Source: an optimization exercise on an open RTL-to-GDS flow (aim: small area, a short achievable clock period and few clock cycles). Production flows keep margins and buffers that such runs may drop.
Function was checked by simulation only, so behaviour that the tests miss may differ from the original.
Power and IR drop assume default switching activity.

==> design.v <==
module mcb_core #(
    parameter EDGE_DEPTH = 32,              
    parameter AW         = 5                
) (
    input  wire        clk,
    input  wire        rst,
    input  wire        cmd_valid,
    output wire        cmd_ready,
    input  wire [63:0] cmd_data,
    output wire        evt_valid,
    input  wire        evt_ready,
    output wire [63:0] evt_data,
    output wire        irq
);
    localparam [1:0] LV_LOW = 2'd0, LV_MID = 2'd1, LV_HIGH = 2'd2;
    localparam [1:0] CH_EMPTY = 2'd0, CH_OPEN = 2'd1, CH_CLOSED = 2'd2, CH_FAILED = 2'd3;
    localparam [2:0] AS_IDLE = 3'd0, AS_LEN = 3'd1, AS_DATA = 3'd2, AS_SUM = 3'd3, AS_END = 3'd4;
    localparam [3:0] OP_NOP = 4'h0, OP_SAMPLE = 4'h1, OP_CLOSE = 4'h2, OP_QUERY = 4'h3,
                     OP_DECODE = 4'h4, OP_ASM_BYTE = 4'h5, OP_ASM_CLEAR = 4'h6,
                     OP_EDGE_RD = 4'h7, OP_CSR_RD = 4'h8, OP_CSR_WR = 4'h9, OP_CLEAR = 4'hA;
    localparam [7:0] E_ILLEGAL_OP = 8'h01, E_RSVD_NONZERO = 8'h02, E_BAD_LEVEL = 8'h03,
                     E_CH_NOT_OPEN = 8'h04, E_OUT_OF_ORDER = 8'h05, E_EMPTY_CHANNEL = 8'h06,
                     E_EDGE_OVERFLOW = 8'h07, E_NOT_READY = 8'h08, E_NOT_CONFIGURED = 8'h09,
                     E_BAD_CSR = 8'h0A, E_CSR_READ_ONLY = 8'h0B, E_BAD_CSR_VALUE = 8'h0C,
                     E_INDEX_RANGE = 8'h0D, E_ASM_TIME_ORDER = 8'h0E;
    localparam [1:0] ST_IDLE = 2'd0, ST_DEC = 2'd2;
    localparam [1:0] EM_NONE = 2'd0, EM_HDR = 2'd1, EM_DATA = 2'd2, EM_END = 2'd3;
    reg  [2:0]  ctrl;
    reg  [31:0] bit_ticks;
    reg  [3:0]  data_bits;
    reg  [1:0]  stop_short;
    reg  [1:0]  stop_long;
    reg  [15:0] resync_bp;
    reg  [7:0]  end_marker;
    reg  [7:0]  mk_marker [0:7];
    reg  [3:0]  mk_type   [0:7];
    reg  [7:0]  mk_valid;
    reg  [8:0]  isr;
    reg  [8:0]  ier;
    reg  [11:0] last_err;
    reg  [31:0] bytes_scanned, frames_found, frames_dropped, resync_discards;
    reg  [31:0] bytes_decoded, ambig_count, bit0_count;
    reg  [1:0]  ch_state [0:1];
    reg  [AW:0] ch_count [0:1];
    reg  [47:0] ch_last_t [0:1];
    reg  [1:0]  ch_last_l [0:1];
    reg         ch_prev_rec [0:1];
    reg  [49:0] emem0 [0:EDGE_DEPTH-1];
    reg  [49:0] emem1 [0:EDGE_DEPTH-1];
    reg  [2:0]  as_state;
    reg         as_have_prev;
    reg  [47:0] as_prev_t;
    reg         as_prev_dir;
    reg  [7:0]  f_marker;
    reg  [3:0]  f_type;
    reg  [7:0]  f_len;
    reg  [7:0]  f_ptr;           
    reg  [7:0]  f_sum;
    reg  [7:0]  f_acc;           
    reg  [8*255-1:0] f_data;     
    reg  [47:0] tol;             
    reg  [35:0] cs_short;        
    reg  [35:0] cs_long;         
    reg  [33:0] bt3;             
    reg  [34:0] bt5;             
    reg         mul_busy;
    reg  [1:0]  mul_ph;
    reg  [3:0]  mul_i;
    reg  [1:0]  st;
    reg  [1:0]  em;              
    reg  [63:0] w;               
    reg         w_v;
    reg         evt_valid_q;
    reg  [63:0] evt_data_q;
    reg         sk_v;            
    reg  [63:0] sk_d;
    reg  [7:0]  qc;
    reg         d_bit;           
    reg  [AW:0] q;               
    reg  [AW:0] qa;              
    reg  [47:0] nx_t;            
    reg  [1:0]  nx_l;
    reg  [47:0] n1_t;            
    reg  [1:0]  n1_l;
    reg  [47:0] n2_t;            
    reg  [1:0]  n2_l;
    reg         prev_hi;         
    reg         d_hold;          
    reg  [1:0]  d_quirk;         
    reg  [48:0] d_cursor;
    reg  [47:0] d_s;
    reg  [49:0] du1;             
    reg  [49:0] du2;             
    reg  [49:0] d_u0;            
    reg         c1_pend;         
    reg  [3:0]  d_bi;
    reg  [7:0]  d_val;
    reg  [1:0]  d_lp0;
    reg  [1:0]  d_ls;
    reg  [1:0]  cur0;            
    reg  [AW:0] p1n;             
    reg  [1:0]  cur1;
    reg  [47:0] c1e_t;           
    reg  [1:0]  c1e_l;
    reg         c1e_ok;          
    reg  [1:0]  d_adv;           
    reg  [7:0]  a_v;
    reg         a_ddir;          
    reg         a_pend;          
    reg         a_big;           
    function [49:0] add50;
        input [49:0] a;
        input [49:0] b;
        input        cin;
        reg   [49:0] p, gg, pp, c;
        integer      k, n, j;
        begin
            p  = a ^ b;
            gg = a & b;
            pp = p;
            for (k = 0; k < 6; k = k + 1)
                for (n = 0; n < 50; n = n + 1)
                    if ((n >> k) & 1) begin
                        j     = ((n >> k) << k) - 1;
                        gg[n] = gg[n] | (pp[n] & gg[j]);
                        pp[n] = pp[n] & pp[j];
                    end
            c[0] = cin;
            for (n = 1; n < 50; n = n + 1)
                c[n] = gg[n-1] | (pp[n-1] & cin);
            add50 = p ^ c;
        end
    endfunction
    function le50;
        input [49:0] a;
        input [49:0] b;
        reg   [49:0] gg, pp;
        integer      k, n, j;
        begin
            gg = b & ~a;
            pp = b | ~a;
            for (k = 0; k < 6; k = k + 1)
                for (n = 0; n < 50; n = n + 1)
                    if ((n >> k) & 1) begin
                        j     = ((n >> k) << k) - 1;
                        gg[n] = gg[n] | (pp[n] & gg[j]);
                        pp[n] = pp[n] & pp[j];
                    end
            le50 = gg[49] | pp[49];
        end
    endfunction
    function [31:0] inc32;
        input [31:0] x;
        reg   [31:0] pp, c;
        integer      k, n, j;
        begin
            pp = x;
            for (k = 0; k < 5; k = k + 1)
                for (n = 0; n < 32; n = n + 1)
                    if ((n >> k) & 1) begin
                        j     = ((n >> k) << k) - 1;
                        pp[n] = pp[n] & pp[j];
                    end
            c[0] = 1'b1;
            for (n = 1; n < 32; n = n + 1)
                c[n] = pp[n-1];
            inc32 = x ^ c;
        end
    endfunction
    wire [3:0]  op    = w[63:60];
    wire        w_ch  = w[59];
    wire [1:0]  w_lvl = w[58:57];
    wire [7:0]  w_val = w[55:48];
    wire [47:0] w_t   = w[47:0];
    wire [7:0]  w_csr = w[39:32];
    wire [31:0] w_dat = w[31:0];
    wire needs_mul = (op == OP_DECODE) || (op == OP_ASM_BYTE);
    wire exec      = w_v && (st == ST_IDLE) && (em == EM_NONE) && !a_pend && !sk_v &&
                     !(needs_mul && mul_busy);
    assign cmd_ready = !rst && (!w_v || exec);
    assign evt_valid = evt_valid_q && !rst;
    assign evt_data  = evt_data_q;
    assign irq       = |(isr & ier);
    wire cmd_fire = cmd_valid && cmd_ready;
    wire ev_room  = !sk_v;
    reg        ev_push;
    reg [63:0] ev_data;
    reg [63:0] rsv;
    always @(*) begin
        case (op)
            OP_NOP, OP_DECODE, OP_ASM_CLEAR, OP_CLEAR: rsv = 64'h0FFF_FFFF_FFFF_FFFF;
            OP_CLOSE:    rsv = 64'h07FF_FFFF_FFFF_FFFF;
            OP_SAMPLE:   rsv = 64'h01FF_0000_0000_0000;
            OP_QUERY:    rsv = 64'h07FF_0000_0000_0000;
            OP_ASM_BYTE: rsv = 64'h0700_0000_0000_0000;
            OP_EDGE_RD:  rsv = 64'h07FF_FFFF_0000_0000;
            OP_CSR_RD:   rsv = 64'h0FFF_FF00_FFFF_FFFF;
            OP_CSR_WR:   rsv = 64'h0FFF_FF00_0000_0000;
            default:     rsv = 64'h0;
        endcase
    end
    wire [1:0]  c_state    = ch_state[w_ch];
    wire [AW:0] c_count    = ch_count[w_ch];
    wire [47:0] c_last_t   = ch_last_t[w_ch];
    wire [1:0]  c_last_l   = ch_last_l[w_ch];
    wire        c_prev_rec = ch_prev_rec[w_ch];
    wire [AW:0]   q1     = q + 1'b1;
    wire [AW:0]   q2     = q + 2'd2;
    wire [AW:0]   qa1    = qa + 1'b1;
    wire [AW:0]   qa2    = qa + 2'd2;
    wire [7:0]  q_ok;
    genvar gk;
    generate
        for (gk = 0; gk < 8; gk = gk + 1) begin : g_qok
            assign q_ok[gk] = qc[gk] && (c_count > 4 * gk + 3);
        end
    endgenerate
    wire [3:0]  q_r = q_ok[7] ? 4'd8 : q_ok[6] ? 4'd7 : q_ok[5] ? 4'd6 : q_ok[4] ? 4'd5 :
                      q_ok[3] ? 4'd4 : q_ok[2] ? 4'd3 : q_ok[1] ? 4'd2 : q_ok[0] ? 4'd1 : 4'd0;
    function [11:0] rows;
        input [AW-1:0] a;
        begin
            rows[2:0]  = a[4:2] + (a[1:0] > 2'd0);
            rows[5:3]  = a[4:2] + (a[1:0] > 2'd1);
            rows[8:6]  = a[4:2] + (a[1:0] > 2'd2);
            rows[11:9] = a[4:2];
        end
    endfunction
    reg  [11:0] w_rows;          
    reg         w_isq;           
    reg  [11:0] qa_rows;         
    reg  [11:0] p1_rows;         
    reg [1:0]  rot0, rot1;
    reg [11:0] rw0, rw1;
    always @(*) begin
        case (st)
            ST_DEC:  begin rot0 = qa[1:0]; rw0 = qa_rows; end
            default: begin
                rot0 = w_isq ? 2'd0 : w_dat[1:0];
                rw0  = w_isq ? {4{q_r[2:0]}} : w_rows;
            end
        endcase
        case (st)
            ST_DEC:  begin rot1 = p1n[1:0]; rw1 = p1_rows; end
            default: begin
                rot1 = w_isq ? 2'd0 : w_dat[1:0];
                rw1  = w_isq ? {4{q_r[2:0]}} : w_rows;
            end
        endcase
    end
    wire [2:0]  r0_0 = rw0[2:0];
    wire [2:0]  r0_1 = rw0[5:3];
    wire [2:0]  r0_2 = rw0[8:6];
    wire [2:0]  r0_3 = rw0[11:9];
    wire [2:0]  r1_0 = rw1[2:0];
    wire [2:0]  r1_1 = rw1[5:3];
    wire [2:0]  r1_2 = rw1[8:6];
    wire [2:0]  r1_3 = rw1[11:9];
    wire [49:0] b0_0 = emem0[{r0_0, 2'd0}];
    wire [49:0] b0_1 = emem0[{r0_1, 2'd1}];
    wire [49:0] b0_2 = emem0[{r0_2, 2'd2}];
    wire [49:0] b0_3 = emem0[{r0_3, 2'd3}];
    wire [49:0] b1_0 = emem1[{r1_0, 2'd0}];
    wire [49:0] b1_1 = emem1[{r1_1, 2'd1}];
    wire [49:0] b1_2 = emem1[{r1_2, 2'd2}];
    wire [49:0] b1_3 = emem1[{r1_3, 2'd3}];
    reg  [49:0] rd0, rd0b, rd1;
    always @(*) begin
        case (rot0)
            2'd0: begin rd0 = b0_0; rd0b = b0_1; end
            2'd1: begin rd0 = b0_1; rd0b = b0_2; end
            2'd2: begin rd0 = b0_2; rd0b = b0_3; end
            default: begin rd0 = b0_3; rd0b = b0_0; end
        endcase
        case (rot1)
            2'd0: rd1 = b1_0;
            2'd1: rd1 = b1_1;
            2'd2: rd1 = b1_2;
            default: rd1 = b1_3;
        endcase
    end
    wire csr_mapped = (w_csr <= 8'h04) || (w_csr >= 8'h08 && w_csr <= 8'h1D);
    wire csr_ro     = (w_csr == 8'h00) || (w_csr == 8'h10) || (w_csr >= 8'h13 && w_csr <= 8'h1D);
    wire csr_legal  = !((w_csr == 8'h02) && (w_dat == 32'd0)) &&
                      !((w_csr == 8'h03) && ((w_dat[3:0] == 4'd0) || (w_dat[3:0] > 4'd8)));
    reg [31:0] csr_rdata;
    always @(*) begin
        csr_rdata = 32'd0;
        case (w_csr)
            8'h00: csr_rdata = 32'h4D43_0001;
            8'h01: csr_rdata = {29'd0, ctrl};
            8'h02: csr_rdata = bit_ticks;
            8'h03: csr_rdata = {resync_bp, 8'd0, stop_long, stop_short, data_bits};
            8'h04: csr_rdata = {24'd0, end_marker};
            8'h08, 8'h09, 8'h0A, 8'h0B, 8'h0C, 8'h0D, 8'h0E, 8'h0F:
                   csr_rdata = {mk_valid[w_csr[2:0]], 19'd0, mk_type[w_csr[2:0]], mk_marker[w_csr[2:0]]};
            8'h10: csr_rdata = {24'd0, as_have_prev, as_state, ch_state[1], ch_state[0]};
            8'h11: csr_rdata = {23'd0, isr};
            8'h12: csr_rdata = {23'd0, ier};
            8'h13: csr_rdata = {20'd0, last_err};
            8'h14: csr_rdata = {{(31-AW){1'b0}}, ch_count[0]};
            8'h15: csr_rdata = {{(31-AW){1'b0}}, ch_count[1]};
            8'h16: csr_rdata = bytes_scanned;
            8'h17: csr_rdata = frames_found;
            8'h18: csr_rdata = frames_dropped;
            8'h19: csr_rdata = resync_discards;
            8'h1A: csr_rdata = bytes_decoded;
            8'h1B: csr_rdata = ambig_count;
            8'h1C: csr_rdata = bit0_count;
            8'h1D: csr_rdata = EDGE_DEPTH;
            default: csr_rdata = 32'd0;
        endcase
    end
    wire          smp_trans = (w_lvl != c_last_l);
    wire [AW+1:0] smp_need  = c_prev_rec ? 2'd1 : 2'd2;
    reg [7:0] err_code;
    reg       err_fatal;
    always @(*) begin
        err_code  = 8'h00;
        err_fatal = 1'b0;
        if (op >= 4'hB)
            err_code = E_ILLEGAL_OP;
        else if ((w & rsv) != 64'd0)
            err_code = E_RSVD_NONZERO;
        else begin
            case (op)
                OP_SAMPLE: begin
                    if (w_lvl == 2'b11)
                        err_code = E_BAD_LEVEL;
                    else if (c_state == CH_CLOSED || c_state == CH_FAILED)
                        err_code = E_CH_NOT_OPEN;
                    else if (c_state == CH_OPEN && le50({2'b00, w_t}, {2'b00, c_last_t})) begin
                        err_code = E_OUT_OF_ORDER; err_fatal = 1'b1;
                    end else if (c_state == CH_OPEN && smp_trans &&
                                 ({1'b0, c_count} + smp_need > EDGE_DEPTH)) begin
                        err_code = E_EDGE_OVERFLOW; err_fatal = 1'b1;
                    end
                end
                OP_CLOSE: begin
                    if (c_state == CH_CLOSED || c_state == CH_FAILED)
                        err_code = E_CH_NOT_OPEN;
                    else if (c_state == CH_EMPTY) begin
                        err_code = E_EMPTY_CHANNEL; err_fatal = 1'b1;
                    end else if (!c_prev_rec && (c_count + 1'b1 > EDGE_DEPTH)) begin
                        err_code = E_EDGE_OVERFLOW; err_fatal = 1'b1;
                    end
                end
                OP_QUERY: begin
                    if (c_state != CH_CLOSED) err_code = E_NOT_READY;
                end
                OP_EDGE_RD: begin
                    if (c_state != CH_CLOSED)       err_code = E_NOT_READY;
                    else if ((|w_dat[31:AW+1]) || (w_dat[AW:0] >= c_count)) err_code = E_INDEX_RANGE;
                end
                OP_DECODE: begin
                    if (ch_state[0] != CH_CLOSED || ch_state[1] != CH_CLOSED)
                        err_code = E_NOT_READY;
                    else if (bit_ticks == 32'd0)
                        err_code = E_NOT_CONFIGURED;
                end
                OP_ASM_BYTE: begin
                    if (bit_ticks == 32'd0)
                        err_code = E_NOT_CONFIGURED;
                    else if (as_have_prev && !le50({2'b00, as_prev_t}, {2'b00, w_t}))
                        err_code = E_ASM_TIME_ORDER;
                end
                OP_CSR_RD: begin
                    if (!csr_mapped) err_code = E_BAD_CSR;
                end
                OP_CSR_WR: begin
                    if (!csr_mapped)      err_code = E_BAD_CSR;
                    else if (csr_ro)      err_code = E_CSR_READ_ONLY;
                    else if (!csr_legal)  err_code = E_BAD_CSR_VALUE;
                end
                default: ;
            endcase
        end
    end
    wire ok = (err_code == 8'h00);
    wire            smp_ok  = exec && ok && (op == OP_SAMPLE);
    wire [AW-1:0]   smp_idx = (c_state == CH_EMPTY) ? {AW{1'b0}} : c_count[AW-1:0];
    wire            smp_two = (c_state != CH_EMPTY) && smp_trans && !c_prev_rec;
    wire            mem_we  = smp_ok && ((c_state == CH_EMPTY) || smp_trans || !c_count[AW]);
    wire [AW-1:0]   mem_idx = smp_idx + smp_two;
    reg             wb_v;
    reg             wb_ch;
    reg  [AW-1:0]   wb_idx;
    wire [49:0]     wb_d    = {ch_last_l[wb_ch], ch_last_t[wb_ch]};
    wire [49:0] qe0 = w_ch ? b1_0 : b0_0;
    wire [49:0] qe1 = w_ch ? b1_1 : b0_1;
    wire [49:0] qe2 = w_ch ? b1_2 : b0_2;
    wire [4:0]  q_b = {q_r[2:0], 2'b00};
    wire        qh0 = ({1'b0, q_b}        < c_count) && le50({2'b00, qe0[47:0]}, {2'b00, w_t});
    wire        qh1 = ({1'b0, q_b} + 6'd1 < c_count) && le50({2'b00, qe1[47:0]}, {2'b00, w_t});
    wire        qh2 = ({1'b0, q_b} + 6'd2 < c_count) && le50({2'b00, qe2[47:0]}, {2'b00, w_t});
    reg  [1:0]  q_lp;
    always @(*) begin
        case (q_r)
            4'd0:    q_lp = LV_HIGH;
            4'd1:    q_lp = w_ch ? emem1[3][49:48]  : emem0[3][49:48];
            4'd2:    q_lp = w_ch ? emem1[7][49:48]  : emem0[7][49:48];
            4'd3:    q_lp = w_ch ? emem1[11][49:48] : emem0[11][49:48];
            4'd4:    q_lp = w_ch ? emem1[15][49:48] : emem0[15][49:48];
            4'd5:    q_lp = w_ch ? emem1[19][49:48] : emem0[19][49:48];
            4'd6:    q_lp = w_ch ? emem1[23][49:48] : emem0[23][49:48];
            4'd7:    q_lp = w_ch ? emem1[27][49:48] : emem0[27][49:48];
            default: q_lp = w_ch ? emem1[31][49:48] : emem0[31][49:48];
        endcase
    end
    wire [1:0]  q_lvl = q_r[3] ? q_lp : qh2 ? qe2[49:48] : qh1 ? qe1[49:48] : qh0 ? qe0[49:48] : q_lp;
    wire [7:0]  qc_nxt;
    wire        qc_fwd = le50({2'b00, wb_d[47:0]}, {2'b00, cmd_data[47:0]});
    generate
        for (gk = 0; gk < 8; gk = gk + 1) begin : g_qc
            wire [47:0] et = cmd_data[59] ? emem1[4 * gk + 3][47:0] : emem0[4 * gk + 3][47:0];
            wire        fw = wb_v && (wb_ch == cmd_data[59]) && (wb_idx == 4 * gk + 3);
            assign qc_nxt[gk] = fw ? qc_fwd : le50({2'b00, et}, {2'b00, cmd_data[47:0]});
        end
    endgenerate
    wire [48:0] uh1  = du1[49:1];
    wire [48:0] uh2  = du2[49:1];           
    wire        v0   = (q  < ch_count[0]);
    wire        v1   = (q1 < ch_count[0]);
    wire        v2   = (q2 < ch_count[0]);
    wire        b01  = v0 && le50({2'b00, nx_t}, {1'b0, uh1});
    wire        b11  = v1 && le50({2'b00, n1_t}, {1'b0, uh1});
    wire        b21  = v2 && le50({2'b00, n2_t}, {1'b0, uh1});
    wire        b02  = v0 && le50({2'b00, nx_t}, {1'b0, uh2});
    wire        b12  = v1 && le50({2'b00, n1_t}, {1'b0, uh2});
    wire        b22  = v2 && le50({2'b00, n2_t}, {1'b0, uh2});
    wire [1:0]  lv1  = !b01 ? cur0 : !b11 ? nx_l : n1_l;
    wire [1:0]  lv2  = !b02 ? cur0 : !b12 ? nx_l : n1_l;
    wire [1:0]  n1   = !b01 ? 2'd0 : !b11 ? 2'd1 : 2'd2;
    wire [1:0]  n2   = !b02 ? 2'd0 : !b12 ? 2'd1 : 2'd2;
    wire [3:0]  bi1      = d_bi + 4'd1;
    wire        one_left = (bi1 == data_bits);           
    wire        two_last = (bi1 + 4'd1 == data_bits);    
    wire        out_free = !a_pend && (em == EM_NONE) && ev_room;
    wire        fin_ok   = out_free && !c1_pend;
    wire        r_two    = d_bit && !one_left && !b21 && !b22 && (!two_last || fin_ok);
    wire        r_one    = d_bit && !b21 && (one_left ? fin_ok : !r_two);
    wire        r_fin    = (r_two && two_last) || (r_one && one_left);
    wire [1:0]  adv      = one_left ? (b21 ? 2'd2 : n1) : (b22 ? 2'd2 : n2);
    wire [2:0]  adv_sum  = {1'b0, d_adv} + {1'b0, adv};
    wire [1:0]  adv_nxt  = (adv_sum >= 3'd2) ? 2'd2 : adv_sum[1:0];
    wire [1:0]  lv_fin   = r_two ? lv2 : lv1;
    wire [1:0] lp0_f   = (d_bi == 4'd0) ? lv1 : d_lp0;
    wire [1:0] ls_f    = cur1;
    wire       dir_b_f = (ls_f == LV_MID);
    reg  [7:0] val_f;
    always @(*) begin
        val_f = d_val;
        val_f[d_bi[2:0]] = (lv1 == LV_HIGH);
        if (r_two) val_f[bi1[2:0]] = (lv2 == LV_HIGH);
    end
    wire [3:0]  cb_short = 4'd1 + data_bits + {2'b00, stop_short};
    wire [3:0]  cb_long  = 4'd1 + data_bits + {2'b00, stop_long};
    wire [47:0] mul_acc  = (mul_ph == 2'd0) ? tol : (mul_ph == 2'd1) ? {12'd0, cs_short} : {12'd0, cs_long};
    wire        mul_bit  = (mul_ph == 2'd0) ? resync_bp[mul_i] :
                           (mul_ph == 2'd1) ? cb_short[mul_i[1:0]] : cb_long[mul_i[1:0]];
    wire [49:0] mul_sum  = add50({1'b0, mul_acc, 1'b0}, mul_bit ? {18'd0, bit_ticks} : 50'd0, 1'b0);
    wire [49:0] cursor_x = add50({2'b00, d_s}, {14'd0, (dir_b_f ? cs_long : cs_short)}, 1'b0);
    wire [48:0] cursor_f = cursor_x[48:0];
    wire        a1 = c1_pend && c1e_ok && (p1n < ch_count[1]) && le50({2'b00, c1e_t}, {1'b0, d_u0[49:1]});
    wire [49:0] du_a = add50(du2, bt2, 1'b0);
    wire [49:0] du_b = add50(du2, bt4, 1'b0);
    wire        w_go     = !d_bit && !d_hold && v0;
    wire        ge0      = le50({1'b0, d_cursor}, {2'b00, nx_t});
    wire        ge1      = le50({1'b0, d_cursor}, {2'b00, n1_t});
    wire        w_st0    = (d_quirk == 2'd0) && prev_hi && (nx_l != LV_HIGH) && ge0;
    wire        w_st1    = (d_quirk != 2'd2) && v1 && (nx_l == LV_HIGH) && (n1_l != LV_HIGH) && ge1;
    wire        w_done   = !d_bit && !d_hold && !v0;
    wire        f0       = (adv == 2'd0) && v0 && (lv_fin == LV_HIGH) && (nx_l != LV_HIGH) && ge0;
    wire        f1       = (adv == 2'd0) && v1 && (nx_l == LV_HIGH) && (n1_l != LV_HIGH) && ge1;
    wire        f2       = (adv == 2'd1) && v1 && (lv_fin == LV_HIGH) && (n1_l != LV_HIGH) && ge1;
    wire        fold     = r_fin && adv_nxt[1] && (f0 || f1 || f2);
    wire        fold_j1  = !f0;
    wire [1:0]  sh_bit   = fold ? (fold_j1 ? 2'd2 : 2'd1) : adv;
    wire [47:0] w_s      = d_bit ? (fold_j1 ? n1_t : nx_t) : (w_st0 ? nx_t : n1_t);
    wire [49:0] bt3_x    = add50({17'd0, w_dat, 1'b0}, {18'd0, w_dat}, 1'b0);
    wire [49:0] bt5_x    = add50({16'd0, w_dat, 2'b00}, {18'd0, w_dat}, 1'b0);
    wire [49:0] u_first  = add50({1'b0, w_s, 1'b0}, {16'd0, bt3}, 1'b0);
    wire [49:0] u_second = add50({1'b0, w_s, 1'b0}, {15'd0, bt5}, 1'b0);
    wire [49:0] bt2      = {17'd0, bit_ticks, 1'b0};
    wire [49:0] bt4      = {16'd0, bit_ticks, 2'b0};
    wire [47:0] big_t     = (st == ST_DEC) ? d_s : w_t;
    wire [49:0] big_gx    = add50({2'b00, big_t}, {2'b11, ~as_prev_t}, 1'b1);
    wire [47:0] big_gap   = big_gx[47:0];
    wire        big_now   = !le50({2'b00, big_gap}, {2'b00, tol});
    wire        as_resync = as_have_prev && (a_big || a_ddir);
    wire [2:0]  as_cur    = as_resync ? AS_IDLE : as_state;
    reg         mk_hit;
    reg  [3:0]  mk_hit_type;
    integer     m;
    always @(*) begin
        mk_hit = 1'b0;
        mk_hit_type = 4'd0;
        for (m = 7; m >= 0; m = m - 1) begin
            if (mk_valid[m] && mk_marker[m] == a_v) begin
                mk_hit = 1'b1;
                mk_hit_type = mk_type[m];
            end
        end
    end
    wire        frame_ok = (a_v == end_marker) && (f_acc == 8'd0);
    wire        as_emit  = (as_cur == AS_END) && frame_ok && ctrl[1];
    wire [31:0] f_back   = {23'd0, {1'b0, f_len} + 9'd3};
    wire [49:0] f_startx = add50({18'd0, bytes_scanned}, {18'd0, ~f_back}, 1'b1);
    wire [31:0] f_start  = f_startx[31:0];
    reg  [254:0] f_sel;
    integer      fj;
    always @(*) begin
        for (fj = 0; fj < 255; fj = fj + 1)
            f_sel[fj] = (f_ptr == fj);
    end
    reg  [7:0]   fd;
    always @(*) begin
        fd = 8'd0;
        for (fj = 0; fj < 255; fj = fj + 1)
            fd = fd | (f_data[8*fj +: 8] & {8{f_sel[fj]}});
    end
    wire         f_we = a_pend && (as_cur == AS_DATA);
    always @(*) begin
        ev_push = 1'b0;
        ev_data = 64'd0;
        if (em != EM_NONE) begin
            if (ev_room) begin
                ev_push = 1'b1;
                case (em)
                    EM_HDR:  ev_data = {4'h5, f_type, f_marker, f_len, f_sum, f_start};
                    EM_DATA: ev_data = {4'h6, 44'd0, f_ptr, fd};
                    default: ev_data = {4'h7, 20'd0, a_v, bytes_scanned};
                endcase
            end
        end else if (a_pend && as_emit) begin
            ev_push = ev_room;
            ev_data = {4'h5, f_type, f_marker, f_len, f_sum, f_start};
        end else begin
            case (st)
                ST_IDLE: if (exec) begin
                    if (!ok) begin
                        ev_push = ctrl[2];
                        ev_data = {4'hE, op, err_code, w_t};
                    end else if (op == OP_EDGE_RD) begin
                        ev_push = 1'b1;
                        ev_data = {4'h2, w_ch, 9'd0, (w_ch ? rd1[49:48] : rd0[49:48]),
                                   (w_ch ? rd1[47:0] : rd0[47:0])};
                    end else if (op == OP_CSR_RD) begin
                        ev_push = 1'b1;
                        ev_data = {4'h3, 20'd0, w_csr, csr_rdata};
                    end else if (op == OP_QUERY) begin
                        ev_push = 1'b1;
                        ev_data = {4'h1, w_ch, 9'd0, q_lvl, w_t};
                    end
                end
                ST_DEC: begin
                    if (r_fin) begin
                        ev_push = ctrl[0];
                        ev_data = {4'h4, dir_b_f, (ls_f == LV_HIGH), (lp0_f == LV_HIGH), 1'b0,
                                   val_f, d_s};
                    end else if (w_done && out_free) begin
                        ev_push = 1'b1;
                        ev_data = {4'h8, 28'd0, bytes_decoded};
                    end
                end
                default: ;
            endcase
        end
    end
    integer i;
    always @(posedge clk) begin
        if (rst) begin
            st           <= ST_IDLE;
            em           <= EM_NONE;
            a_pend       <= 1'b0;
            w_v          <= 1'b0;
            wb_v         <= 1'b0;
            evt_valid_q  <= 1'b0;
            sk_v         <= 1'b0;
            ctrl         <= 3'b111;
            bit_ticks    <= 32'd0;
            bt3          <= 34'd0;
            bt5          <= 35'd0;
            data_bits    <= 4'd8;
            stop_short   <= 2'd1;
            stop_long    <= 2'd2;
            resync_bp    <= 16'd100;
            end_marker   <= 8'h03;
            for (i = 0; i < 8; i = i + 1) begin
                mk_marker[i] <= 8'h00;
                mk_type[i]   <= 4'h0;
            end
            mk_marker[0] <= 8'h01;
            mk_marker[1] <= 8'h02;
            mk_type[1]   <= 4'h1;
            mk_valid     <= 8'b0000_0011;
            isr          <= 9'd0;
            ier          <= 9'd0;
            last_err     <= 12'd0;
            bytes_scanned   <= 32'd0;
            frames_found    <= 32'd0;
            frames_dropped  <= 32'd0;
            resync_discards <= 32'd0;
            bytes_decoded   <= 32'd0;
            ambig_count     <= 32'd0;
            bit0_count      <= 32'd0;
            ch_state[0]  <= CH_EMPTY;
            ch_state[1]  <= CH_EMPTY;
            ch_count[0]  <= 0;
            ch_count[1]  <= 0;
            as_state     <= AS_IDLE;
            as_have_prev <= 1'b0;
            tol          <= 48'd0;
            cs_short     <= 36'd0;
            cs_long      <= 36'd0;
            mul_busy     <= 1'b0;
        end else begin
            if (!evt_valid_q || evt_ready) begin
                evt_valid_q <= sk_v || ev_push;
                evt_data_q  <= sk_v ? sk_d : ev_data;
                sk_v        <= 1'b0;
            end else begin
                if (!sk_v) sk_d <= ev_data;
                if (ev_push) sk_v <= 1'b1;
            end
            if (cmd_fire) begin
                w   <= cmd_data;
                w_rows <= rows(cmd_data[AW-1:0]);
                w_isq  <= (cmd_data[63:60] == OP_QUERY);
                qc  <= qc_nxt;
                w_v <= 1'b1;
            end else if (exec) begin
                w_v <= 1'b0;
            end
            if (mul_busy) begin
                case (mul_ph)
                    2'd0: tol      <= mul_sum[47:0];
                    2'd1: cs_short <= mul_sum[35:0];
                    default: cs_long <= mul_sum[35:0];
                endcase
                if (mul_i == 4'd0) begin
                    mul_ph <= mul_ph + 1'b1;
                    mul_i  <= 4'd3;
                    if (mul_ph == 2'd2) mul_busy <= 1'b0;
                end else begin
                    mul_i <= mul_i - 1'b1;
                end
            end
            wb_v   <= mem_we;
            wb_ch  <= w_ch;
            wb_idx <= mem_idx;
            if (wb_v) begin
                if (wb_ch) emem1[wb_idx] <= {ch_last_l[1], ch_last_t[1]};
                else       emem0[wb_idx] <= {ch_last_l[0], ch_last_t[0]};
            end
            if (exec) begin
                if (!ok) begin
                    last_err <= {op, err_code};
                    isr[0]   <= 1'b1;
                    if (err_fatal) begin
                        ch_state[w_ch] <= CH_FAILED;
                        isr[1 + w_ch]  <= 1'b1;
                    end
                end else begin
                    case (op)
                        OP_SAMPLE: begin
                            if (c_state == CH_EMPTY) begin
                                ch_count[w_ch]    <= 1;
                                ch_prev_rec[w_ch] <= 1'b1;
                                ch_state[w_ch]    <= CH_OPEN;
                            end else if (!smp_trans) begin
                                ch_prev_rec[w_ch] <= 1'b0;
                            end else begin
                                ch_count[w_ch]    <= c_count + (c_prev_rec ? 2'd1 : 2'd2);
                                ch_prev_rec[w_ch] <= 1'b1;
                            end
                            ch_last_t[w_ch] <= w_t;
                            ch_last_l[w_ch] <= w_lvl;
                        end
                        OP_CLOSE: begin
                            if (!c_prev_rec) begin
                                ch_count[w_ch]    <= c_count + 1'b1;
                                ch_prev_rec[w_ch] <= 1'b1;
                            end
                            ch_state[w_ch] <= CH_CLOSED;
                        end
                        OP_DECODE: begin
                            as_state        <= AS_IDLE;
                            as_have_prev    <= 1'b0;
                            bytes_scanned   <= 32'd0;
                            frames_found    <= 32'd0;
                            frames_dropped  <= 32'd0;
                            resync_discards <= 32'd0;
                            bytes_decoded   <= 32'd0;
                            ambig_count     <= 32'd0;
                            bit0_count      <= 32'd0;
                            d_cursor        <= 49'd0;
                            d_bit           <= 1'b0;
                            d_hold          <= 1'b0;
                            d_quirk         <= 2'd0;
                            q               <= 1;
                            qa              <= 4;
                            qa_rows         <= rows(5'd4);
                            p1_rows         <= rows(5'd0);
                            nx_t            <= emem0[1][47:0];
                            nx_l            <= emem0[1][49:48];
                            n1_t            <= emem0[2][47:0];
                            n1_l            <= emem0[2][49:48];
                            n2_t            <= emem0[3][47:0];
                            n2_l            <= emem0[3][49:48];
                            prev_hi         <= (emem0[0][49:48] == LV_HIGH);
                            p1n             <= 0;
                            cur1            <= LV_HIGH;
                            c1_pend         <= 1'b0;
                            c1e_ok          <= 1'b0;
                            st              <= ST_DEC;
                        end
                        OP_ASM_BYTE: begin
                            as_prev_t   <= w_t;
                            as_prev_dir <= w_ch;
                            a_ddir <= (w_ch != as_prev_dir);
                            a_big  <= big_now;
                            a_v    <= w_val;
                            a_pend <= 1'b1;
                        end
                        OP_ASM_CLEAR: begin
                            as_state        <= AS_IDLE;
                            as_have_prev    <= 1'b0;
                            bytes_scanned   <= 32'd0;
                            frames_found    <= 32'd0;
                            frames_dropped  <= 32'd0;
                            resync_discards <= 32'd0;
                        end
                        OP_CSR_WR: begin
                            case (w_csr)
                                8'h01: ctrl <= w_dat[2:0];
                                8'h02: begin
                                    bit_ticks <= w_dat;
                                    bt3       <= bt3_x[33:0];
                                    bt5       <= bt5_x[34:0];
                                end
                                8'h03: begin
                                    data_bits  <= w_dat[3:0];
                                    stop_short <= w_dat[5:4];
                                    stop_long  <= w_dat[7:6];
                                    resync_bp  <= w_dat[31:16];
                                end
                                8'h04: end_marker <= w_dat[7:0];
                                8'h08, 8'h09, 8'h0A, 8'h0B, 8'h0C, 8'h0D, 8'h0E, 8'h0F: begin
                                    mk_marker[w_csr[2:0]] <= w_dat[7:0];
                                    mk_type[w_csr[2:0]]   <= w_dat[11:8];
                                    mk_valid[w_csr[2:0]]  <= w_dat[31];
                                end
                                8'h11: isr <= isr & ~w_dat[8:0];
                                8'h12: ier <= w_dat[8:0];
                                default: ;
                            endcase
                            if (w_csr == 8'h02 || w_csr == 8'h03) begin
                                mul_busy <= 1'b1;
                                mul_ph   <= 2'd0;
                                mul_i    <= 4'd15;
                                tol      <= 48'd0;
                                cs_short <= 36'd0;
                                cs_long  <= 36'd0;
                            end
                        end
                        OP_CLEAR: begin
                            ch_state[0]     <= CH_EMPTY;
                            ch_state[1]     <= CH_EMPTY;
                            ch_count[0]     <= 0;
                            ch_count[1]     <= 0;
                            as_state        <= AS_IDLE;
                            as_have_prev    <= 1'b0;
                            bytes_scanned   <= 32'd0;
                            frames_found    <= 32'd0;
                            frames_dropped  <= 32'd0;
                            resync_discards <= 32'd0;
                            bytes_decoded   <= 32'd0;
                            ambig_count     <= 32'd0;
                            bit0_count      <= 32'd0;
                            isr             <= 9'd0;
                            last_err        <= 12'd0;
                        end
                        default: ;   
                    endcase
                end
            end
            if (st == ST_DEC) begin
                c1e_t  <= rd1[47:0];
                c1e_l  <= rd1[49:48];
                c1e_ok <= !a1;
                if (a1) begin
                    p1n  <= p1n + 1'b1;
                    p1_rows <= rows(p1n[AW-1:0] + 1'b1);
                    cur1 <= c1e_l;
                end else begin
                    if (c1e_ok && c1_pend) begin
                        c1_pend  <= 1'b0;
                        d_cursor <= cursor_f;
                    end
                end
                if (d_bit) begin
                    case (sh_bit)
                        2'd1: begin
                            q    <= q1;
                            qa   <= qa1;
                            qa_rows <= rows(qa1[AW-1:0]);
                            nx_t <= n1_t;
                            nx_l <= n1_l;
                            n1_t <= n2_t;
                            n1_l <= n2_l;
                            n2_t <= rd0[47:0];
                            n2_l <= rd0[49:48];
                            cur0 <= nx_l;
                        end
                        2'd2: begin
                            q    <= q2;
                            qa   <= qa2;
                            qa_rows <= rows(qa2[AW-1:0]);
                            nx_t <= n2_t;
                            nx_l <= n2_l;
                            n1_t <= rd0[47:0];
                            n1_l <= rd0[49:48];
                            n2_t <= rd0b[47:0];
                            n2_l <= rd0b[49:48];
                            cur0 <= n1_l;
                        end
                        default: ;
                    endcase
                    d_adv <= adv_nxt;
                    if (r_one || r_two) begin
                        d_val <= val_f;
                        d_lp0 <= lp0_f;
                        d_ls  <= ls_f;
                    end
                    if (r_fin) begin
                        bytes_decoded <= inc32(bytes_decoded);
                        if (ls_f == LV_HIGH) begin
                            ambig_count <= inc32(ambig_count);
                            isr[3]      <= 1'b1;
                        end
                        if (lp0_f == LV_HIGH) begin
                            bit0_count <= inc32(bit0_count);
                            isr[4]     <= 1'b1;
                        end
                        as_prev_t   <= d_s;
                        as_prev_dir <= dir_b_f;
                        a_ddir <= (dir_b_f != as_prev_dir);
                        a_big  <= big_now;
                        a_v    <= val_f;
                        a_pend <= 1'b1;
                        prev_hi <= (lv_fin == LV_HIGH);
                        d_bit   <= 1'b0;
                        d_hold  <= !adv_nxt[1];
                        if (fold) begin
                            d_s     <= w_s;
                            d_bi    <= 4'd0;
                            d_val   <= 8'd0;
                            du1     <= u_first;
                            du2     <= u_second;
                            d_u0    <= u_first;
                            c1_pend <= 1'b1;
                            d_adv   <= 2'd0;
                            d_bit   <= 1'b1;
                            d_hold  <= 1'b0;
                        end
                    end else if (r_two) begin
                        d_bi <= d_bi + 4'd2;
                        du1  <= du_a;
                        du2  <= du_b;
                    end else if (r_one) begin
                        d_bi <= bi1;
                        du1  <= du2;
                        du2  <= du_a;
                    end
                end else if (d_hold) begin
                    d_hold  <= 1'b0;
                    d_quirk <= !as_emit ? 2'd0 : (d_adv == 2'd0) ? 2'd2 : 2'd1;
                end else if (v0) begin
                    d_quirk <= 2'd0;
                    if (w_st0) begin
                        q    <= q1;
                        qa   <= qa1;
                            qa_rows <= rows(qa1[AW-1:0]);
                        nx_t <= n1_t;
                        nx_l <= n1_l;
                        n1_t <= n2_t;
                        n1_l <= n2_l;
                        n2_t <= rd0[47:0];
                        n2_l <= rd0[49:48];
                        cur0 <= nx_l;
                    end else begin
                        q       <= q2;
                        qa      <= qa2;
                        qa_rows <= rows(qa2[AW-1:0]);
                        nx_t    <= n2_t;
                        nx_l    <= n2_l;
                        n1_t    <= rd0[47:0];
                        n1_l    <= rd0[49:48];
                        n2_t    <= rd0b[47:0];
                        n2_l    <= rd0b[49:48];
                        cur0    <= n1_l;
                        prev_hi <= (n1_l == LV_HIGH);
                    end
                    if (w_st0 || w_st1) begin
                        d_s     <= w_s;
                        d_bi    <= 4'd0;
                        d_val   <= 8'd0;
                        du1     <= u_first;
                        du2     <= u_second;
                        d_u0    <= u_first;
                        c1_pend <= 1'b1;
                        d_adv   <= 2'd0;
                        d_bit   <= 1'b1;
                    end
                end else if (out_free) begin
                    isr[8] <= 1'b1;
                    st     <= ST_IDLE;
                end
            end
            if (a_pend) begin
                a_pend <= 1'b0;
                if (as_resync && as_state != AS_IDLE) begin
                    resync_discards <= inc32(resync_discards);
                    isr[7]          <= 1'b1;
                end
                as_have_prev  <= 1'b1;
                bytes_scanned <= inc32(bytes_scanned);
                case (as_cur)
                    AS_IDLE: begin
                        as_state <= AS_IDLE;
                        if (mk_hit) begin
                            f_marker <= a_v;
                            f_type   <= mk_hit_type;
                            as_state <= AS_LEN;
                        end
                    end
                    AS_LEN: begin
                        f_len    <= a_v;
                        f_acc    <= a_v;
                        f_ptr    <= 8'd0;
                        as_state <= (a_v != 8'd0) ? AS_DATA : AS_SUM;
                    end
                    AS_DATA: begin
                        f_acc           <= f_acc + a_v;
                        f_ptr           <= f_ptr + 1'b1;
                        if (f_ptr + 1'b1 == f_len)
                            as_state <= AS_SUM;
                    end
                    AS_SUM: begin
                        f_sum    <= a_v;
                        f_acc    <= f_acc + a_v;
                        as_state <= AS_END;
                    end
                    default: begin   
                        as_state <= AS_IDLE;
                        if (frame_ok) begin
                            frames_found <= inc32(frames_found);
                            isr[5]       <= 1'b1;
                            if (ctrl[1]) begin
                                bytes_scanned <= bytes_scanned;
                                f_ptr         <= 8'd0;
                                em            <= !ev_room ? EM_HDR :
                                                 (f_len == 8'd0) ? EM_END : EM_DATA;
                            end
                        end else begin
                            frames_dropped <= inc32(frames_dropped);
                            isr[6]         <= 1'b1;
                        end
                    end
                endcase
            end
            for (fj = 0; fj < 255; fj = fj + 1)
                if (f_we && f_sel[fj]) f_data[8*fj +: 8] <= a_v;
            if (em != EM_NONE && ev_room) begin
                case (em)
                    EM_HDR:  em <= (f_len == 8'd0) ? EM_END : EM_DATA;
                    EM_DATA: begin
                        f_ptr <= f_ptr + 1'b1;
                        if (f_ptr + 1'b1 == f_len) em <= EM_END;
                    end
                    default: begin
                        bytes_scanned <= inc32(bytes_scanned);
                        em <= EM_NONE;
                    end
                endcase
            end
        end
    end
endmodule
==> run.sh <==
#!/bin/bash
# synth_recipe.tcl (not shown) runs the flow's synth.tcl, then flattens the netlist and writes it again
# the make line also repeats each setting of config.mk as NAME=value (left out here)
make -C /OpenROAD-flow-scripts/flow DESIGN_CONFIG=/design/flow/config.mk WORK_HOME=/design/flow/orfs CLKGATE_MAP_FILE= SYNTH_SCRIPT=/design/flow/synth_recipe.tcl finish
==> config.mk <==
export PLATFORM = sky130hd
export DESIGN_NAME = mcb_core
export DESIGN_NICKNAME = mcb_core
export VERILOG_FILES = /design/flow/design.v
export SDC_FILE = /design/flow/constraint.sdc
export NUM_CORES = 8
export LEC_CHECK = 0
export ABC_AREA = 1
export CAP_MARGIN = 30
export CORE_MARGIN = 2
export CORE_UTILIZATION = 45
export CTS_CLUSTER_DIAMETER = 60
export CTS_CLUSTER_SIZE = 30
export PLACE_DENSITY = 0.75
export SETUP_SLACK_MARGIN = 5
export SLEW_MARGIN = 30
==> constraint.sdc <==
create_clock -name core_clock -period 12.0 [get_ports {clk}]
set_input_delay 2.4000 -clock core_clock [delete_from_list [all_inputs] [get_ports {clk}]]
set_output_delay 2.4000 -clock core_clock [all_outputs]
set_load 0.01 [all_outputs]
==> results of run 1 <==
[logic make-up after synthesis]
logic type | synth area share
simple gates | 0.155
compound gates | 0.150
flops | 0.605
buf+inv | 0.0555
fa+ha+maj | 0.0207
xor+xnor | 0.0101
mux | 0.00327
[power groups by stage]
stage	logic, mW	clock network [mW]	registers, mW
2_1_floorplan	3.05	0	26.6
3_3_place_gp	5.86	0	26.6
3_5_place_dp	5.93	0	26.6
4_1_cts	6.21	19.8	26.1
5_1_grt	6.98	20.6	26.1
6_report	6.93	19.9	26.1
[path summary, 6_finish.rpt]
kind | startpoint | to | cells after the start
max | du2[2] | du1[26] | 49
min | frames_found[19] | frames_found[19] | 1
min reg2reg | frames_found[19] | frames_found[19] | 1
max reg2reg | du2[2] | du1[26] | 49
[metal layers]
| layer | vias to the layer above | part of all wire | track usage |
|---|---|---|---|
| li1 | 118000 | - | - |
| met1 | 137000 | 0.34 | 0.487 |
| met3 | 5452 | 0.17 | 0.164 |
| met5 | - | 0.00085 | 0.00115 |
| met2 | 24900 | 0.40 | 0.530 |
| met4 | 98 | 0.092 | 0.269 |
[repair_timing]
action,in CTS,in global routing
hold buffers,0,0
buffers inserted,167,104
resized for setup,533,427
endpoints found under the setup margin,1393,806
cloned,25,31
pin swaps,105,126
[worst max-delay path: cells and delay by family, from the launching register on]
| family | cells | cell delay (ps) |
|---|---|---|
| buffers and inverters | 6 | 940 |
| DFF | 1 | 510 |
| AOI/OAI and AO/OA | 25 | 3690 |
| xor gates and xnor gates | 1 | 220 |
| adders and majority gates | 1 | 200 |
| and+or+nand+nor | 16 | 1690 |
[layout make-up]
class | instances | area, um2
multi-input cells | 21100 | 118000
fillers | 63500 | 357000
well taps | 9638 | 12100
repair buffers | 1360 | 13100
repair inverters | 4 | 37.5
inverters | 2901 | 11300
diodes | 169 | 423
flip-flops and latches | 6828 | 200000
clock buffers | 569 | 13700
clock inverters | 411 | 5630
[cell usage in the layout (no fill, tap or decap), types with 124 or more instances in the layout]
cell type and instances:
sky130_fd_sc_hd__edfxtp_1 6291, sky130_fd_sc_hd__nand2_1 6233, sky130_fd_sc_hd__inv_1 2724, sky130_fd_sc_hd__o21ai_0 2521
sky130_fd_sc_hd__nand3_1 2167, sky130_fd_sc_hd__nor2_1 2130, sky130_fd_sc_hd__a21oi_1 1851, sky130_fd_sc_hd__buf_4 1001
sky130_fd_sc_hd__clkbuf_16 564, sky130_fd_sc_hd__dfxtp_1 533, sky130_fd_sc_hd__o22ai_1 498, sky130_fd_sc_hd__o211ai_1 476
sky130_fd_sc_hd__ha_1 464, sky130_fd_sc_hd__a221oi_1 455, sky130_fd_sc_hd__nand4_1 358, sky130_fd_sc_hd__o221ai_1 286
sky130_fd_sc_hd__xor2_1 246, sky130_fd_sc_hd__nor3_1 246, sky130_fd_sc_hd__nor3_2 231, sky130_fd_sc_hd__a211oi_1 204
sky130_fd_sc_hd__a22o_1 204, sky130_fd_sc_hd__o21ai_1 176, sky130_fd_sc_hd__diode_2 169, sky130_fd_sc_hd__a22oi_1 160
sky130_fd_sc_hd__a31oi_1 157, sky130_fd_sc_hd__o2111ai_1 147, sky130_fd_sc_hd__clkdlybuf4s50_1 131, sky130_fd_sc_hd__or2_2 130
sky130_fd_sc_hd__o21a_1 126, sky130_fd_sc_hd__nor2_4 124
[state kept, by name, indices dropped and copies added (netlist names), 49 cells and up, named ones only]
signal      count
w              62
evt_data_q     64
d_u0           49
emem1        1600
du1            49
d_cursor       49
sk_d           64
ch_last_t      96
emem0        1600
mk_marker      64
du2            49
f_data       2040
==> impl_results.html, run 1 <==
<table>
<tr><th>Metric</th><th>Value</th></tr>
<tr><th colspan="2">Timing</th></tr>
<tr><td>Fin Setup TNS</td><td>0 ps</td></tr>
<tr><td>Max transition margin</td><td>-0.00775</td></tr>
<tr><td>Hold WS</td><td>between 400 and 500 ps</td></tr>
<tr><td>Part of the cycle the worst path needs</td><td>0.638</td></tr>
<tr><td>Fin. max-slew vios</td><td>4</td></tr>
<tr><td>Number of hold-slack violations in the final timing report</td><td>0</td></tr>
<tr><td>Max frequency</td><td>0.131 GHz</td></tr>
<tr><td>Skew final</td><td>approximately 110 ps</td></tr>
<tr><td>Fin worst setup slack</td><td>4350 ps</td></tr>
<tr><td>RSZ-0062 raised after global routing</td><td>yes</td></tr>
<tr><td>Transition time of the tightest slew-check pin</td><td>1500 ps</td></tr>
<tr><td>Min Tclk post-route</td><td>7650 ps</td></tr>
<tr><td>Final setup violation count</td><td>0</td></tr>
<tr><th colspan="2">Floorplanning</th></tr>
<tr><td>Chip width</td><td>~860 um</td></tr>
<tr><td>Starting Density</td><td>0.451</td></tr>
<tr><td>Vertical die dimension</td><td>860 um</td></tr>
<tr><td>Top Ports</td><td>between 100 and 150</td></tr>
<tr><td>Overall die area</td><td>0.740 mm2</td></tr>
<tr><td>Placeable core area</td><td>roughly 0.73 mm2</td></tr>
<tr><td># rows</td><td>about 310</td></tr>
<tr><th colspan="2">Drt</th></tr>
<tr><td>Antenna Nets Post-Route</td><td>0</td></tr>
<tr><td>Vias per inst</td><td>between 6 and 7</td></tr>
<tr><td>Pre-Repair DR Iteration Count</td><td>9</td></tr>
<tr><td>Total via count after detailed routing</td><td>286000</td></tr>
<tr><td>Number of DRC markers after the initial detailed-route iteration</td><td>53300</td></tr>
<tr><td>Number of DRC violations after detailed routing</td><td>0</td></tr>
<tr><td>Total wire length</td><td>1510000 um</td></tr>
<tr><td>Post-detailed-route wirelength per cell</td><td>35.0 um</td></tr>
<tr><th colspan="2">Power and ir drop</th></tr>
<tr><td>Total power per unit cell area</td><td>about 140 mW/mm2</td></tr>
<tr><td>Sw power</td><td>15.8 mW</td></tr>
<tr><td>Flop pwr share</td><td>0.493</td></tr>
<tr><td>Highest ir drop seen on vdd</td><td>0.175 mV</td></tr>
<tr><td>Part of the power in the clock network</td><td>0.376</td></tr>
<tr><td>Fraction of power consumed by combinational cells</td><td>0.131</td></tr>
<tr><td>Switching power as a share of total power</td><td>0.298</td></tr>
<tr><td>Total Power</td><td>about 53 mW</td></tr>
<tr><td>Internal Power</td><td>37.2 mW</td></tr>
<tr><td>LEAKAGE</td><td>133 nW</td></tr>
<tr><th colspan="2">Synth</th></tr>
<tr><td>Register bit count reported by yosys</td><td>6828</td></tr>
<tr><td>Post-Synthesis Net Count</td><td>33200</td></tr>
<tr><td>Fraction of synthesized cell area taken by the top area cell type</td><td>0.573</td></tr>
<tr><td>Top cells by instance count after synthesis</td><td>sky130_fd_sc_hd__nand2_1, sky130_fd_sc_hd__edfxtp_1, sky130_fd_sc_hd__inv_1, sky130_fd_sc_hd__o21ai_0, sky130_fd_sc_hd__nor2_1</td></tr>
<tr><td>Average cell area after synthesis</td><td>10.1 um2</td></tr>
<tr><td>Top cells by area in the synthesized netlist</td><td>sky130_fd_sc_hd__edfxtp_1, sky130_fd_sc_hd__nand2_1, sky130_fd_sc_hd__o21ai_0</td></tr>
<tr><td>Post-synth EDFFs</td><td>6291</td></tr>
<tr><td>Count of mapped cells out of synthesis</td><td>32600</td></tr>
<tr><td>Count of warnings emitted by yosys</td><td>1</td></tr>
<tr><td>Ys async rst share</td><td>0</td></tr>
<tr><td>Primary FF master, synth</td><td>sky130_fd_sc_hd__edfxtp_1</td></tr>
<tr><td>Netlist Area Pre-Place</td><td>0.330 mm2</td></tr>
<tr><td>Largest area contributor in the netlist</td><td>sky130_fd_sc_hd__edfxtp_1</td></tr>
<tr><td>Seq/Total Area, Yosys</td><td>0.605</td></tr>
<tr><td>Cell variety after synth</td><td>96</td></tr>
<tr><td>Most frequently used cell type in the post-synthesis netlist</td><td>sky130_fd_sc_hd__nand2_1</td></tr>
<tr><th colspan="2">GRT</th></tr>
<tr><td>Final global-route overflow total</td><td>0</td></tr>
<tr><td>Vias in the first global route</td><td>approximately 250k</td></tr>
<tr><td>Largest net degree at the start of global routing</td><td>183</td></tr>
<tr><td>Global router's overall resource usage</td><td>0.385</td></tr>
<tr><td>Antenna violations before repair</td><td>about 190</td></tr>
<tr><td>Wire length of the first global-routing pass</td><td>2020000 um</td></tr>
<tr><th colspan="2">Clocking</th></tr>
<tr><td>Clock tree from TritonCTS</td><td>yes</td></tr>
<tr><td>Number of buffers between clock root and the deepest sink</td><td>4</td></tr>
<tr><td>Clock root buffer master</td><td>sky130_fd_sc_hd__clkbuf_16</td></tr>
<tr><td>Clock buffers created by TritonCTS</td><td>between 500 and 600</td></tr>
<tr><td>Clock network latency to the later pin of the worst-skew pair</td><td>1220 ps</td></tr>
<tr><td>H-tree levels</td><td>6</td></tr>
<tr><td>CTS clock-pin slew for the worst setup and hold paths</td><td>70 ps</td></tr>
<tr><td>Clock tree sinks</td><td>6828</td></tr>
<tr><th colspan="2">Place</th></tr>
<tr><td>Dpl cell area</td><td>0.346 mm2</td></tr>
<tr><td>Dpl ws</td><td>2030 ps</td></tr>
<tr><td>Post-DP HPWL</td><td>~1000000 um</td></tr>
<tr><td>Cells after DPL</td><td>41500</td></tr>
<tr><td>Final weighted congestion in routability-driven placement</td><td>1.08</td></tr>
<tr><td>Count of input and output buffers</td><td>roughly 130</td></tr>
<tr><th colspan="2">Setup path</th></tr>
<tr><td>Highest fanout seen on the critical path</td><td>6</td></tr>
<tr><td>Reg-to-reg setup timing slack</td><td>4350 ps</td></tr>
<tr><td>Type of origin of the critical path</td><td>flip-flop</td></tr>
<tr><td>Worst Path Class, Setup</td><td>reg -&gt; reg</td></tr>
<tr><td>Worst path arrival time</td><td>8500 ps</td></tr>
<tr><td>Element type at the critical path end</td><td>flip-flop</td></tr>
<tr><td>Critical path's slowest cell</td><td>sky130_fd_sc_hd__edfxtp_1</td></tr>
<tr><td>WP data required</td><td>12850 ps</td></tr>
<tr><td>Delay of the slowest critical-path stage</td><td>510 ps</td></tr>
<tr><th colspan="2">Layout</th></tr>
<tr><td>Non-Filler Cell Area, Final</td><td>0.373 mm2</td></tr>
<tr><td>Share of post-route cells with drive strength above 1</td><td>0.104</td></tr>
<tr><td>Final core occ</td><td>0.511</td></tr>
<tr><td>Final std cells w/o fill</td><td>43000</td></tr>
<tr><td>Post-synthesis to final-layout area growth</td><td>13.2%</td></tr>
<tr><td>Net count reported at finish</td><td>roughly 33000</td></tr>
<tr><th colspan="2">Worst hold path</th></tr>
<tr><td>Class of the worst hold path</td><td>reg -&gt; reg</td></tr>
<tr><th colspan="2">Status</th></tr>
<tr><td>Result of the run</td><td>failed layout checks</td></tr>
<tr><td>Checks failing in the layout checks</td><td>capacitance limit, slew limit</td></tr>
<tr><th colspan="2">Job</th></tr>
<tr><td>Max-cap check violation count</td><td>1</td></tr>
</table>
Testbench counts, summed over its fixed seeds: cycles 6,978.
==> run 2: changes to the inputs <==
--- a/config.mk
+++ b/config.mk
@@ -8,7 +8,7 @@
 export ABC_AREA = 1
 export CAP_MARGIN = 30
 export CORE_MARGIN = 2
-export CORE_UTILIZATION = 45
+export CORE_UTILIZATION = 55
 export CTS_CLUSTER_DIAMETER = 60
 export CTS_CLUSTER_SIZE = 30
 export PLACE_DENSITY = 0.75
==> impl_results.html, run 2 <==
<table>
<tr><th>Metric</th><th>Value</th></tr>
<tr><th colspan="2">Synth</th></tr>
<tr><td>Count of warnings emitted by yosys</td><td>1</td></tr>
<tr><td>Seq/Total Area, Yosys</td><td>0.605</td></tr>
<tr><td>Fraction of synthesized cell area taken by the top area cell type</td><td>0.573</td></tr>
<tr><td>Register bit count reported by yosys</td><td>6828</td></tr>
<tr><td>Largest area contributor in the netlist</td><td>sky130_fd_sc_hd__edfxtp_1</td></tr>
<tr><td>Most frequently used cell type in the post-synthesis netlist</td><td>sky130_fd_sc_hd__nand2_1</td></tr>
<tr><td>Top cells by instance count after synthesis</td><td>sky130_fd_sc_hd__nand2_1, sky130_fd_sc_hd__edfxtp_1, sky130_fd_sc_hd__inv_1, sky130_fd_sc_hd__o21ai_0, sky130_fd_sc_hd__nor2_1</td></tr>
<tr><td>Cell variety after synth</td><td>96</td></tr>
<tr><td>Post-Synthesis Net Count</td><td>33200</td></tr>
<tr><td>Top cells by area in the synthesized netlist</td><td>sky130_fd_sc_hd__edfxtp_1, sky130_fd_sc_hd__nand2_1, sky130_fd_sc_hd__o21ai_0</td></tr>
<tr><td>Ys async rst share</td><td>0</td></tr>
<tr><td>Primary FF master, synth</td><td>sky130_fd_sc_hd__edfxtp_1</td></tr>
<tr><td>Netlist Area Pre-Place</td><td>~0.33 mm2</td></tr>
<tr><td>Count of mapped cells out of synthesis</td><td>32600</td></tr>
<tr><td>Post-synth EDFFs</td><td>6291</td></tr>
<tr><td>Average cell area after synthesis</td><td>10.1 um2</td></tr>
<tr><th colspan="2">Floorplanning</th></tr>
<tr><td>Placeable core area</td><td>0.598 mm2</td></tr>
<tr><td>Overall die area</td><td>0.606 mm2</td></tr>
<tr><td>Starting Density</td><td>0.552</td></tr>
<tr><td>Top Ports</td><td>about 140</td></tr>
<tr><td># rows</td><td>284</td></tr>
<tr><td>Vertical die dimension</td><td>778 um</td></tr>
<tr><td>Chip width</td><td>778 um</td></tr>
<tr><th colspan="2">Setup path</th></tr>
<tr><td>Worst path arrival time</td><td>8460 ps</td></tr>
<tr><td>WP data required</td><td>12850 ps</td></tr>
<tr><td>Type of origin of the critical path</td><td>flip-flop</td></tr>
<tr><td>Worst Path Class, Setup</td><td>reg -&gt; reg</td></tr>
<tr><td>Reg-to-reg setup timing slack</td><td>4380 ps</td></tr>
<tr><td>Delay of the slowest critical-path stage</td><td>about 450 ps</td></tr>
<tr><td>Crit Reg-Reg Startpoint</td><td>n2_t[3]</td></tr>
<tr><td>Highest fanout seen on the critical path</td><td>4</td></tr>
<tr><td>Cell repeated most along the worst path</td><td>sky130_fd_sc_hd__a21oi_2</td></tr>
<tr><td>Element type at the critical path end</td><td>flip-flop</td></tr>
<tr><td>Critical path's slowest cell</td><td>sky130_fd_sc_hd__edfxtp_1</td></tr>
<tr><td>Number of cells on the worst reg-to-reg path</td><td>50</td></tr>
<tr><td>Origin of the worst setup path</td><td>n2_t[3]</td></tr>
<tr><th colspan="2">Drt</th></tr>
<tr><td>Vias per inst</td><td>6.94</td></tr>
<tr><td>Total via count after detailed routing</td><td>288000</td></tr>
<tr><td>Total wire length</td><td>1520000 um</td></tr>
<tr><td>Number of DRC violations after detailed routing</td><td>0</td></tr>
<tr><td>Antenna Nets Post-Route</td><td>0</td></tr>
<tr><td>Post-detailed-route wirelength per cell</td><td>~37 um</td></tr>
<tr><td>Pre-Repair DR Iteration Count</td><td>12</td></tr>
<tr><td>Number of DRC markers after the initial detailed-route iteration</td><td>around 53000</td></tr>
<tr><th colspan="2">Layout</th></tr>
<tr><td>Footprint of the multi-input gates</td><td>roughly 0.12 mm2</td></tr>
<tr><td>Most flops, register</td><td>f_data</td></tr>
<tr><td>Register Area</td><td>0.200 mm2</td></tr>
<tr><td>Registers with the most flip-flops</td><td>f_data x2040, emem0 x1600, emem1 x1600</td></tr>
<tr><td>Post-synthesis to final-layout area growth</td><td>12.9%</td></tr>
<tr><td>Number of flip-flops in the largest register</td><td>2040</td></tr>
<tr><td>Final-layout fill cell count</td><td>approximately 48000</td></tr>
<tr><td>Most common cell after layout, fill and taps aside</td><td>sky130_fd_sc_hd__edfxtp_1</td></tr>
<tr><td>Leading cell types in the layout, fill and taps excluded</td><td>sky130_fd_sc_hd__edfxtp_1, sky130_fd_sc_hd__nand2_1, sky130_fd_sc_hd__inv_1</td></tr>
<tr><td>Non-Filler Cell Area, Final</td><td>0.372 mm2</td></tr>
<tr><td>Net count reported at finish</td><td>33400</td></tr>
<tr><td>Share of post-route cells with drive strength above 1</td><td>0.108</td></tr>
<tr><th colspan="2">Timing</th></tr>
<tr><td>RSZ-0062 raised after global routing</td><td>yes</td></tr>
<tr><td>Fin worst setup slack</td><td>4380 ps</td></tr>
<tr><td>Final setup violation count</td><td>0</td></tr>
<tr><td>Skew final</td><td>107 ps</td></tr>
<tr><td>Max frequency</td><td>about 0.13 GHz</td></tr>
<tr><td>Fin. max-slew vios</td><td>0</td></tr>
<tr><td>Part of the cycle the worst path needs</td><td>0.635</td></tr>
<tr><td>Min Tclk post-route</td><td>7620 ps</td></tr>
<tr><td>Max transition margin</td><td>0.147</td></tr>
<tr><td>Fin Setup TNS</td><td>0 ps</td></tr>
<tr><td>Number of hold-slack violations in the final timing report</td><td>0</td></tr>
<tr><td>Transition time of the tightest slew-check pin</td><td>1280 ps</td></tr>
<tr><th colspan="2">Clocking</th></tr>
<tr><td>Clock network latency to the later pin of the worst-skew pair</td><td>1200 ps</td></tr>
<tr><td>CTS clock-pin slew for the worst setup and hold paths</td><td>80 ps</td></tr>
<tr><td>Clock buffers created by TritonCTS</td><td>around 540</td></tr>
<tr><td>Number of buffers between clock root and the deepest sink</td><td>4</td></tr>
<tr><td>Clock tree sinks</td><td>slightly below 7000</td></tr>
<tr><td>Clock root buffer master</td><td>sky130_fd_sc_hd__clkbuf_16</td></tr>
<tr><td>Clock tree from TritonCTS</td><td>yes</td></tr>
<tr><td># hold bufs at CTS</td><td>0</td></tr>
<tr><td>H-tree levels</td><td>6</td></tr>
<tr><th colspan="2">Worst hold path</th></tr>
<tr><td>Class of the worst hold path</td><td>reg -&gt; reg</td></tr>
<tr><td>Hold Path Stages</td><td>1</td></tr>
<tr><td>Hold Path Origin</td><td>frames_found[31]</td></tr>
<tr><th colspan="2">Place</th></tr>
<tr><td>Post-DP HPWL</td><td>around 1100000 um</td></tr>
<tr><td>Count of input and output buffers</td><td>134</td></tr>
<tr><td>Final weighted congestion in routability-driven placement</td><td>1.11</td></tr>
<tr><td>Dpl ws</td><td>2340 ps</td></tr>
<tr><td>Dpl cell area</td><td>0.344 mm2</td></tr>
<tr><th colspan="2">Power and ir drop</th></tr>
<tr><td>LEAKAGE</td><td>134 nW</td></tr>
<tr><td>Total Power</td><td>52.8 mW</td></tr>
<tr><td>Highest ir drop seen on vdd</td><td>0.185 mV</td></tr>
<tr><td>Total power per unit cell area</td><td>142 mW/mm2</td></tr>
<tr><th colspan="2">GRT</th></tr>
<tr><td>Wire length of the first global-routing pass</td><td>2030000 um</td></tr>
<tr><td>Final global-route overflow total</td><td>0</td></tr>
<tr><td>Vias in the first global route</td><td>about 260k</td></tr>
<tr><td>Largest net degree at the start of global routing</td><td>173</td></tr>
<tr><td>Global router's overall resource usage</td><td>0.481</td></tr>
<tr><td>Antenna violations before repair</td><td>207</td></tr>
<tr><th colspan="2">Job</th></tr>
<tr><td>Max-cap check violation count</td><td>0</td></tr>
<tr><th colspan="2">Status</th></tr>
<tr><td>Result of the run</td><td>no timing/DRC/antenna violations</td></tr>
</table>
run 2: cell counts after synthesis:
No cell type changed its count.
run 2: timing repair:
item                                    in CTS  in global routing
buffers inserted                           213                139
cloned                                      23                 18
resized for setup                          544                491
pin swaps                                  107                133
endpoints found under the setup margin    1302                821
run 2: per-layer routing:
layer  track usage  part of all wire
met3         0.235              0.18
met2         0.640              0.39
met4         0.364             0.099
met1         0.598              0.33
met5       0.00917            0.0011
run 2: path summary, 6_finish.rpt:
| kind | endpoint |
|---|---|
| worst max-delay path | du1[29] |
| worst min-delay path | frames_found[31] |
| worst max register to register | du1[29] |
| worst min register to register | frames_found[31] |
run 2: area by class of cell:
cell class,instances,area share
clock inverters,418,0.0136
repair buffers,1436,0.0374
clock buffers,589,0.0378
repair inverters,2,0.0000471
multi-input cells,21100,0.316
well taps,8008,0.0269
inverters,2901,0.0302
flip-flops and latches,6828,0.536
diodes,191,0.00128
run 2: where the power goes:
part           total [mW]  internal, mW  switching, mW  leakage, nW
sequential           26.1          25.9          0.160         61.4
combinational        6.99          1.63           5.36         63.1
clock                19.7          9.53           10.2         9.24
run 2: cells by family (layout without fill, tap and decap cells):
logic type / after synthesis / count (layout) / share of synthesized area
xor+xnor: 380 / 380 / 0.0101
mux: 107 / 107 / 0.00327
buf+inv: 4653 / 5346 / 0.0555
simple gates: 12100 / 12100 / 0.155
flops: 6828 / 6828 / 0.605
compound gates: 8003 / 8004 / 0.150
fa+ha+maj: 521 / 521 / 0.0207
other cells: 0 / 191 / 0
run 2: worst max-delay path, delay by kind of cell, from the launching register on:
family	cells	cell delay (ps)
AO/OA/AOI/OAI	22	3470
AND/OR/NAND/NOR	16	1980
buffers and inverters	10	1060
flip-flops	1	450
adder cells (fa/ha/maj)	1	160
XOR/XNOR	1	110
run 2: through the flow:
| stage | hold WS [ps] | instances | utilization |
|---|---|---|---|
| 6_report | 444 | 41500 | 0.623 |
| 5_1_grt | 461 | 41300 | 0.622 |
| 4_1_cts | 437 | 41100 | 0.615 |
| 3_5_place_dp | 429 | 39900 | 0.576 |
| 3_3_place_gp | 416 | 39900 | 0.573 |
| 2_1_floorplan | 407 | 32600 | - |

[what the ideal ports hide]
How much do the figures lean on ideal ports? The routed layouts below were timed once more, with nothing changed but the port constraints.
Step 1 sets driving cells, clkbuf_16 on the clock port and buf_2 on the other inputs (assumed; they add their load-dependent delay and slew).
Step 2 moves the port delays by t, midway between the first and last clock arrival at a register: inputs arrive t later, outputs are due t later. That takes back most of the time a late clock gives input paths.
Three values: ideal, step 1, step 2; two values: the first two.
run	t (ns)	setup WS [ns]	hold slack, ns	worst setup path after step 2
run 1	1.313	4.350 / 4.350 / 3.512	0.451 / 0.451 / 0.451	input to register
run 2	1.286	4.381 / 4.381 / 3.266	0.444 / 0.444 / 0.444	input to register
For run 2, which loses most, drivers alone change the setup slack by 0.000 ns; drivers and shift together by -1.115 ns.
